This design comes from an exercise in tuning for small area, a short achievable clock period and few clock cycles on the open sky130 flow, not from production work.
Where RTL was checked, it was by simulation tests only, not by an equivalence proof against the original.
No activity file was given, so power comes from the tool's default toggle rates.

// openblt_transport
module openblt_transport (
    input  wire         clk,
    input  wire         rst,             
    input  wire         cmd_valid,
    output wire         cmd_ready,
    input  wire [15:0]  cmd,
    input  wire [31:0]  arg_len,
    input  wire         dbuf_we,
    input  wire [255:0] dbuf_wdata,      
    output reg  [1:0]   status,
    output wire [31:0]  result,
    output wire [7:0]   pkt_len,
    output wire [255:0] pkt_data,        
    input  wire [31:0]  now_ms,
    input  wire [31:0]  now_tick,
    output reg          pf_rx_req,
    input  wire         pf_rx_valid,
    input  wire [7:0]   pf_rx_data,
    output reg          pf_tx_valid,
    output wire [7:0]   pf_tx_data,
    input  wire         pf_tx_done,
    input  wire         pf_tx_ok,
    output reg          mb_rx_req,
    input  wire         mb_rx_valid,
    input  wire [7:0]   mb_rx_data,
    output reg          mb_tx_valid,
    output reg          mb_tx_last,
    output wire [7:0]   mb_tx_data,
    input  wire         mb_tx_done,
    input  wire         mb_tx_ok,
    output reg          mb_de
);
    localparam [7:0]  NODE_ID       = 8'h01;
    localparam [7:0]  FUNCTION_CODE = 8'h50;
    localparam [31:0] MB_T35        = 32'd403;
    localparam [31:0] PF_TIMEOUT_MS = 32'd100;
  ...
Size in the first run: ~4000 cells after synthesis, ~1300 flip-flops, roughly 720 I/O pins, ~51000 um^2 of cells after synthesis.
==> flow/config.mk <==
export PLATFORM = sky130hd
export DESIGN_NAME = openblt_transport
export DESIGN_NICKNAME = openblt_transport
export VERILOG_FILES = /design/flow/design.v
export SDC_FILE = /design/flow/constraint.sdc
export NUM_CORES = 4
export LEC_CHECK = 0
export CAP_MARGIN = 20
export CORE_MARGIN = 2
export CORE_UTILIZATION = 60
export CTS_CLUSTER_DIAMETER = 80
export CTS_CLUSTER_SIZE = 30
export SLEW_MARGIN = 20
==> flow/constraint.sdc <==
create_clock -name core_clock -period 10.0 [get_ports {clk}]
set_input_delay 2.0000 -clock core_clock [delete_from_list [all_inputs] [get_ports {clk}]]
set_output_delay 2.0000 -clock core_clock [all_outputs]
set_load 0.01 [all_outputs]
standard.sh (not shown) runs the stock make flow with config.mk's settings and CLKGATE_MAP_FILE= SYNTH_SCRIPT=/design/flow/synth_recipe.tcl, a recipe that flattens the netlist after the stock synthesis.
==> flow/flow/run.sh <==
#!/bin/bash
set -euo pipefail
export BUFFER_PORTS_ARGS="-buffer_cell sky130_fd_sc_hd__buf_1"
export SETUP_SLACK_MARGIN="${FLOW_SETUP_MARGIN:-6.6}"
bash standard.sh > standard.log 2>&1
Testbench counts at the start, summed over its fixed seeds: cycles 67,156.
Edit:
--- a/flow/flow/run.sh
+++ b/flow/flow/run.sh
@@ -4 +4 @@
-export SETUP_SLACK_MARGIN="${FLOW_SETUP_MARGIN:-6.6}"
+export SETUP_SLACK_MARGIN="${FLOW_SETUP_MARGIN:-6.4}"
Settings changed: CORE_UTILIZATION 60 to 50.
After rerunning: The new run completed without violations. Setup slack degrades by 0.099 ns. Cell area hardly moves. Global-route usage went down by 4.6 points. Flip-flop and latch count stays the same. Synthesized area is unchanged. Cell count went up by about 3.6%.
Edit:
--- a/flow/flow/run.sh
+++ b/flow/flow/run.sh
@@ -4 +4 @@
-export SETUP_SLACK_MARGIN="${FLOW_SETUP_MARGIN:-6.4}"
+export SETUP_SLACK_MARGIN="${FLOW_SETUP_MARGIN:-6.7}"
Settings changed: CORE_UTILIZATION 50 to 60.
Result: The new run finished clean; sequential power is about the same; sequential share of layout area drops by 0.45 points; worst setup slack gets better by 0.16 ns; clock power is about the same; area after synthesis does not change.
Edit:
Settings changed: CORE_UTILIZATION 60 to 50.
Effect: The changed run completed without violations; clock power is about the same; via count went down by 1.2%; power hardly moves; wire length went up by 2.9%; clock-buffer cell count goes down by 1.
Edit:
Settings changed: CORE_UTILIZATION 50 to 70.
Outcome:
- non-clock buffer count goes down by 55
- power decreases by about 1.5%
- routed wire length decreases by about 3%
- maximum frequency came out lower by 1.4%
- worst hold slack hardly moves
- design area falls by 1.8%
- combinational power hardly moves
Edit:
--- a/flow/flow/run.sh
+++ b/flow/flow/run.sh
@@ -4 +4 @@
-export SETUP_SLACK_MARGIN="${FLOW_SETUP_MARGIN:-6.7}"
+export SETUP_SLACK_MARGIN="${FLOW_SETUP_MARGIN:-7.2}"
Settings changed: CORE_UTILIZATION 70 to 50.
Effect: Clock power increases by 11%; die area is higher by 39%; power goes up by 3.4%; design area came out higher by 10%.

---

Another version of the RTL of openblt_transport (not shown whole).
Size: about 4,100 cells after synthesis, about 720 I/O pins, about 53,000 sq um of cells after synthesis.
export LEC_CHECK = 0
export CAP_MARGIN = 20
export CORE_MARGIN = 2
export CORE_UTILIZATION = 50
export CTS_CLUSTER_DIAMETER = 80
export CTS_CLUSTER_SIZE = 30
export SLEW_MARGIN = 20
export SYNTH_HIERARCHICAL = 1
create_clock -name core_clock -period 10.0 [get_ports {clk}]
==> flow/flow/run.sh <==
#!/bin/bash
set -euo pipefail
export BUFFER_PORTS_ARGS="-buffer_cell sky130_fd_sc_hd__buf_1"
export SETUP_SLACK_MARGIN="${FLOW_SETUP_MARGIN:-6.7}"
bash standard.sh > standard.log 2>&1
Edit:
==> flow/flow/run.sh (replaced) <==
#!/bin/bash
set -euo pipefail
export BUFFER_PORTS_ARGS="-buffer_cell sky130_fd_sc_hd__buf_1"
export SETUP_SLACK_MARGIN="${FLOW_SETUP_MARGIN:-6.4}"
bash standard.sh > standard.log 2>&1
Clock power stays flat.
Fmax goes down by about 5.6%.
Final cell count goes down by 0.53%.
Total power is about the same.
Synthesized cell count does not change.
Clock skew drops by 10 ps.
Utilization fell by 1.3 points.
Via count went down by 1.5%.
Cell area came out lower by 2.2%.
Routed wire length falls by about 1.5%.
Worst hold slack is worse by 20 ps.
Edit:
==> flow/flow/run.sh (replaced) <==
#!/bin/bash
set -euo pipefail
export BUFFER_PORTS_ARGS="-buffer_cell sky130_fd_sc_hd__buf_1"
export SETUP_SLACK_MARGIN="${FLOW_SETUP_MARGIN:-6.7}"
bash standard.sh > standard.log 2>&1
CORE_UTILIZATION = 60   (was 50)
Via count rose by 1.0%.
Clock-buffer cell count rose by 4.
Non-clock buffer count fell by 5.
Register-to-register slack gains 230 ps.
Edit:
==> flow/flow/run.sh (replaced) <==
#!/bin/bash
set -euo pipefail
export BUFFER_PORTS_ARGS="-buffer_cell sky130_fd_sc_hd__buf_1"
export SETUP_SLACK_MARGIN="${FLOW_SETUP_MARGIN:-7.2}"
bash standard.sh > standard.log 2>&1
CORE_UTILIZATION = 50   (was 60)
The new run produced a clean layout.
Die area came out higher by 20%.
Final area climbs by 9.7%.
Power came out higher by 2.0%.
Via count rises by about 2.8%.
Register-to-register slack improved by 390 ps.
Sequential share of layout area is lower by 4.6 points.
Synthesized cell count is unchanged.
Sequential power barely changes.
No run of this note included a check of the RTL's function; only the layout flow was run.

---

Another version of the RTL of openblt_transport (not shown whole).
Size in the first run: roughly 1300 flip-flops, about 720 I/O pins, about 52000 µm² of cells after synthesis.
export LEC_CHECK = 0
export CAP_MARGIN = 20
export CORE_MARGIN = 2
export CORE_UTILIZATION = 60
export CTS_CLUSTER_DIAMETER = 80
export CTS_CLUSTER_SIZE = 30
export SLEW_MARGIN = 20
create_clock -name core_clock -period 10.0 [get_ports {clk}]
==> flow/flow/run.sh <==
#!/bin/bash
set -euo pipefail
export BUFFER_PORTS_ARGS="-buffer_cell sky130_fd_sc_hd__buf_1"
export SETUP_SLACK_MARGIN="${FLOW_SETUP_MARGIN:-6.7}"
bash standard.sh > standard.log 2>&1
The first run finished with timing, DRC and antenna clean.
Testbench counts at the start, summed over its fixed seeds: cycles 67,156.
Next try:
- CTS_CLUSTER_DIAMETER: 80 -> 60
- CTS_CLUSTER_SIZE: 30 -> 20
What happened: Utilization climbs by 1.6 points; routed wire length climbs by 0.67%; via count climbs by about 0.8%; global-route usage climbs by 0.43 points.

---

Starting RTL as in the previous note.
==> flow/design.v (excerpt) <==
module openblt_transport (
    input  wire         clk,
    input  wire         rst,             
    input  wire         cmd_valid,
    output wire         cmd_ready,
    input  wire [15:0]  cmd,
    input  wire [31:0]  arg_len,
    input  wire         dbuf_we,
    input  wire [255:0] dbuf_wdata,      
    output reg  [1:0]   status,
    output wire [31:0]  result,
    output wire [7:0]   pkt_len,
    output wire [255:0] pkt_data,        
    input  wire [31:0]  now_ms,
    input  wire [31:0]  now_tick,
    output reg          pf_rx_req,
    input  wire         pf_rx_valid,
    input  wire [7:0]   pf_rx_data,
    output reg          pf_tx_valid,
    output wire [7:0]   pf_tx_data,
    input  wire         pf_tx_done,
    input  wire         pf_tx_ok,
    output reg          mb_rx_req,
    input  wire         mb_rx_valid,
    input  wire [7:0]   mb_rx_data,
    output reg          mb_tx_valid,
    output reg          mb_tx_last,
    output wire [7:0]   mb_tx_data,
    input  wire         mb_tx_done,
    input  wire         mb_tx_ok,
    output reg          mb_de
);
export LEC_CHECK = 0
export CAP_MARGIN = 20
export CORE_MARGIN = 2
export CORE_UTILIZATION = 50
export CTS_CLUSTER_DIAMETER = 80
export CTS_CLUSTER_SIZE = 30
export SLEW_MARGIN = 20
export SYNTH_HIERARCHICAL = 1
create_clock -name core_clock -period 10.0 [get_ports {clk}]
Scripts as last shown in full above: flow/flow/run.sh
The baseline went through all stages and came out clean.
Testbench counts at the start, summed over its fixed seeds: cycles 67,156.
Then changed:
Settings changed: CORE_UTILIZATION 50 to 60.
- worst hold slack stays flat
- final area decreases by 1.4%
- combinational power stays flat
- core utilization increases by 10 points
- non-clock buffer count increases by 1
- flip-flop and latch count is unchanged
- routed wire length decreases by 0.86%
- worst setup slack improved by 59 ps
- total power decreases by 2.8%

---

RTL: one of the versions met above, not the one the previous note started from.
For scale: about 3800 cells after synthesis, roughly 1300 flip-flops, about 720 I/O pins.
==> flow/config.mk <==
export PLATFORM = sky130hd
export DESIGN_NAME = openblt_transport
export DESIGN_NICKNAME = openblt_transport
export VERILOG_FILES = /design/flow/design.v
export SDC_FILE = /design/flow/constraint.sdc
export NUM_CORES = 4
export LEC_CHECK = 0
export CAP_MARGIN = 20
export CORE_MARGIN = 2
export CORE_UTILIZATION = 50
export CTS_CLUSTER_DIAMETER = 80
export CTS_CLUSTER_SIZE = 30
export SLEW_MARGIN = 20
export SYNTH_HIERARCHICAL = 1
==> flow/constraint.sdc <==
create_clock -name core_clock -period 10.0 [get_ports {clk}]
set_input_delay 2.0000 -clock core_clock [delete_from_list [all_inputs] [get_ports {clk}]]
set_output_delay 2.0000 -clock core_clock [all_outputs]
set_load 0.01 [all_outputs]
Scripts as last shown in full above: flow/flow/run.sh
Testbench counts at the start, summed over its fixed seeds: cycles 67,156.
Change:
==> flow/flow/run.sh (replaced) <==
#!/bin/bash
set -euo pipefail
export BUFFER_PORTS_ARGS="-buffer_cell sky130_fd_sc_hd__buf_1"
export SETUP_SLACK_MARGIN="${FLOW_SETUP_MARGIN:-6.9}"
bash standard.sh > standard.log 2>&1
Settings changed: CORE_UTILIZATION 50 to 60, SYNTH_HIERARCHICAL 1 to unset.
Clock-buffer cell count rises by 2.
First-iteration DRC count rose by 3.3%.
Critical path depth does not change.
Cell count went up by 1.2%.
Total power goes down by 0.88%.
Area after synthesis drops by 0.66%.
Global-route usage went up by 6.1 points.
Via count rose by 5.1%.

---

the reference run:
Another version of the RTL of openblt_transport (not shown whole).
Size in the first run: ~3400 cells after synthesis, about 1300 flip-flops, about 720 I/O pins, about 52000 sq um of cells after synthesis.
Settings: LEC_CHECK=0, CAP_MARGIN=20, CORE_MARGIN=2, CORE_UTILIZATION=65, SLEW_MARGIN=20; clock period 10.0 ns.
==> flow/flow/run.sh <==
#!/bin/bash
set -euo pipefail
export BUFFER_PORTS_ARGS="-buffer_cell sky130_fd_sc_hd__buf_1"
export SETUP_SLACK_MARGIN="${FLOW_SETUP_MARGIN:-6.7}"
bash standard.sh > standard.log 2>&1
--- input diff the reference run..the trial run ---
Settings: CORE_UTILIZATION now 40, was 65.
[summary]
The trial run has more setup slack than the reference run.
Higher number of search-and-repair iterations in the first detailed-routing pass among the reference run and the trial run: the reference run
Cmp the reference run and the trial run / routing usage on met3 / lower: the trial run
Looking only at part of the power in the clock network, and setting everything else aside, the higher value of the reference run and the trial run goes to the trial run.
Where wire length is concerned, the reference run is better than the trial run.
On actual slew at the worst max-slew pin, the lower figure sits with the trial run, not the reference run.
[compare] base=the reference run new=the trial run: placed instance count grew by 695; detailed placer's ending HPWL grew by about 9%.
No run of this note included a check of the RTL's function; only the layout flow was run.

---

== try-pepper ==
openblt_transport, a different RTL version from the one above (not shown whole).
For scale: ~3500 cells after synthesis, roughly 1300 flip-flops, about 53000 sq um of cells after synthesis.
export LEC_CHECK = 0
export CAP_MARGIN = 20
export CORE_MARGIN = 2
export CORE_UTILIZATION = 50
export SLEW_MARGIN = 20
create_clock -name core_clock -period 10.0 [get_ports {clk}]
Scripts as last shown in full above: flow/flow/run.sh
Testbench counts of try-pepper, summed over its fixed seeds: cycles 67,137.
> inputs changed (try-pepper -> try-lagoon)
Settings: an added CTS_CLUSTER_SIZE of 30; an added CTS_CLUSTER_DIAMETER of 80.
- Compared with try-pepper, try-lagoon shows a overall routed net length that is about 1.1% lower.
- Taking try-lagoon as 1.0, try-pepper lands at 0.74 on number of setup buffers added after CTS.
- try-lagoon vs. try-pepper: data required time of the worst path went down by 2.66 ns.
- Relative to try-pepper, upper clock frequency limit has gone up in try-lagoon.

==> re-timing with driven ports <==
Ports are ideal in the flow. The routed layouts listed here were re-timed in OpenROAD.
Step 1 (the two cells are an assumption about what drives the block):
set clk [get_ports {clk}]
set_driving_cell -lib_cell sky130_fd_sc_hd__clkbuf_16 $clk
set_driving_cell -lib_cell sky130_fd_sc_hd__buf_2 [delete_from_list [all_inputs] $clk]
Step 2 also shifts input and output timing later by t, the mid clock arrival at the registers, as if the neighbouring blocks saw the same clock.
Slacks: no drivers / after step 1 / after step 2; pairs: no drivers / after step 1.
run | t (ns) | slack for setup (ns) | worst setup path after step 2 | worst register clock-pin slew, ns | cell pins on the clock port's net
the first run of note 1 | 0.718 | 6.570 / 6.563 / 5.898 | input to register | 0.11 / 0.11 | 1
the second run of note 1 | 0.753 | 6.471 / 6.432 / 5.738 | input to register | 0.12 / 0.12 | 1
the third run of note 1 | 0.728 | 6.634 / 6.570 / 5.975 | input to register | 0.12 / 0.12 | 1
the fourth run of note 1 | 0.750 | 6.617 / 6.553 / 5.947 | input to register | 0.12 / 0.12 | 1
the fifth run of note 1 | 0.738 | 6.568 / 6.576 / 5.837 | input to register | 0.12 / 0.12 | 1
the sixth run of note 1 | 0.778 | 6.605 / 6.544 / 5.889 | input to register | 0.12 / 0.12 | 1
the first run of note 2 | 0.785 | 6.684 / 6.654 / 5.961 | input to register | 0.12 / 0.12 | 1
the second run of note 2 | 0.778 | 6.489 / 6.463 / 5.689 | input to register | 0.12 / 0.12 | 1
the third run of note 2 | 0.740 | 6.711 / 6.639 / 6.054 | input to register | 0.11 / 0.11 | 1
the fourth run of note 2 | 0.772 | 6.724 / 6.651 / 6.093 | input to register | 0.12 / 0.12 | 1
the first run of note 3 | 0.716 | 6.696 / 6.642 / 6.019 | input to register | 0.12 / 0.12 | 1
the second run of note 3 | 0.734 | 6.700 / 6.647 / 5.990 | input to register | 0.09 / 0.09 | 1
the first run of note 4 | 0.770 | 6.404 / 6.441 / 5.671 | input to register | 0.12 / 0.12 | 1
the second run of note 4 | 0.740 | 6.463 / 6.406 / 5.763 | input to register | 0.12 / 0.12 | 1
the first run of note 5 | 0.784 | 6.586 / 6.516 / 5.847 | input to register | 0.12 / 0.12 | 1
the second run of note 5 | 0.710 | 6.645 / 6.577 / 5.979 | input to register | 0.12 / 0.12 | 1
the reference run | 0.787 | 6.025 / 6.051 / 5.264 | input to register | 0.07 / 0.07 | 1
the trial run | 0.830 | 6.154 / 6.209 / 5.379 | input to register | 0.07 / 0.07 | 1
try-pepper | 0.811 | 6.546 / 6.481 / 5.772 | input to register | 0.06 / 0.06 | 1
try-lagoon | 0.782 | 6.581 / 6.505 / 5.848 | input to register | 0.12 / 0.12 | 1
After both steps every run listed still meets setup and hold. The setup slack of the second run of note 2, which loses most, moves by -0.026 ns with the drivers and by -0.800 ns with both steps.
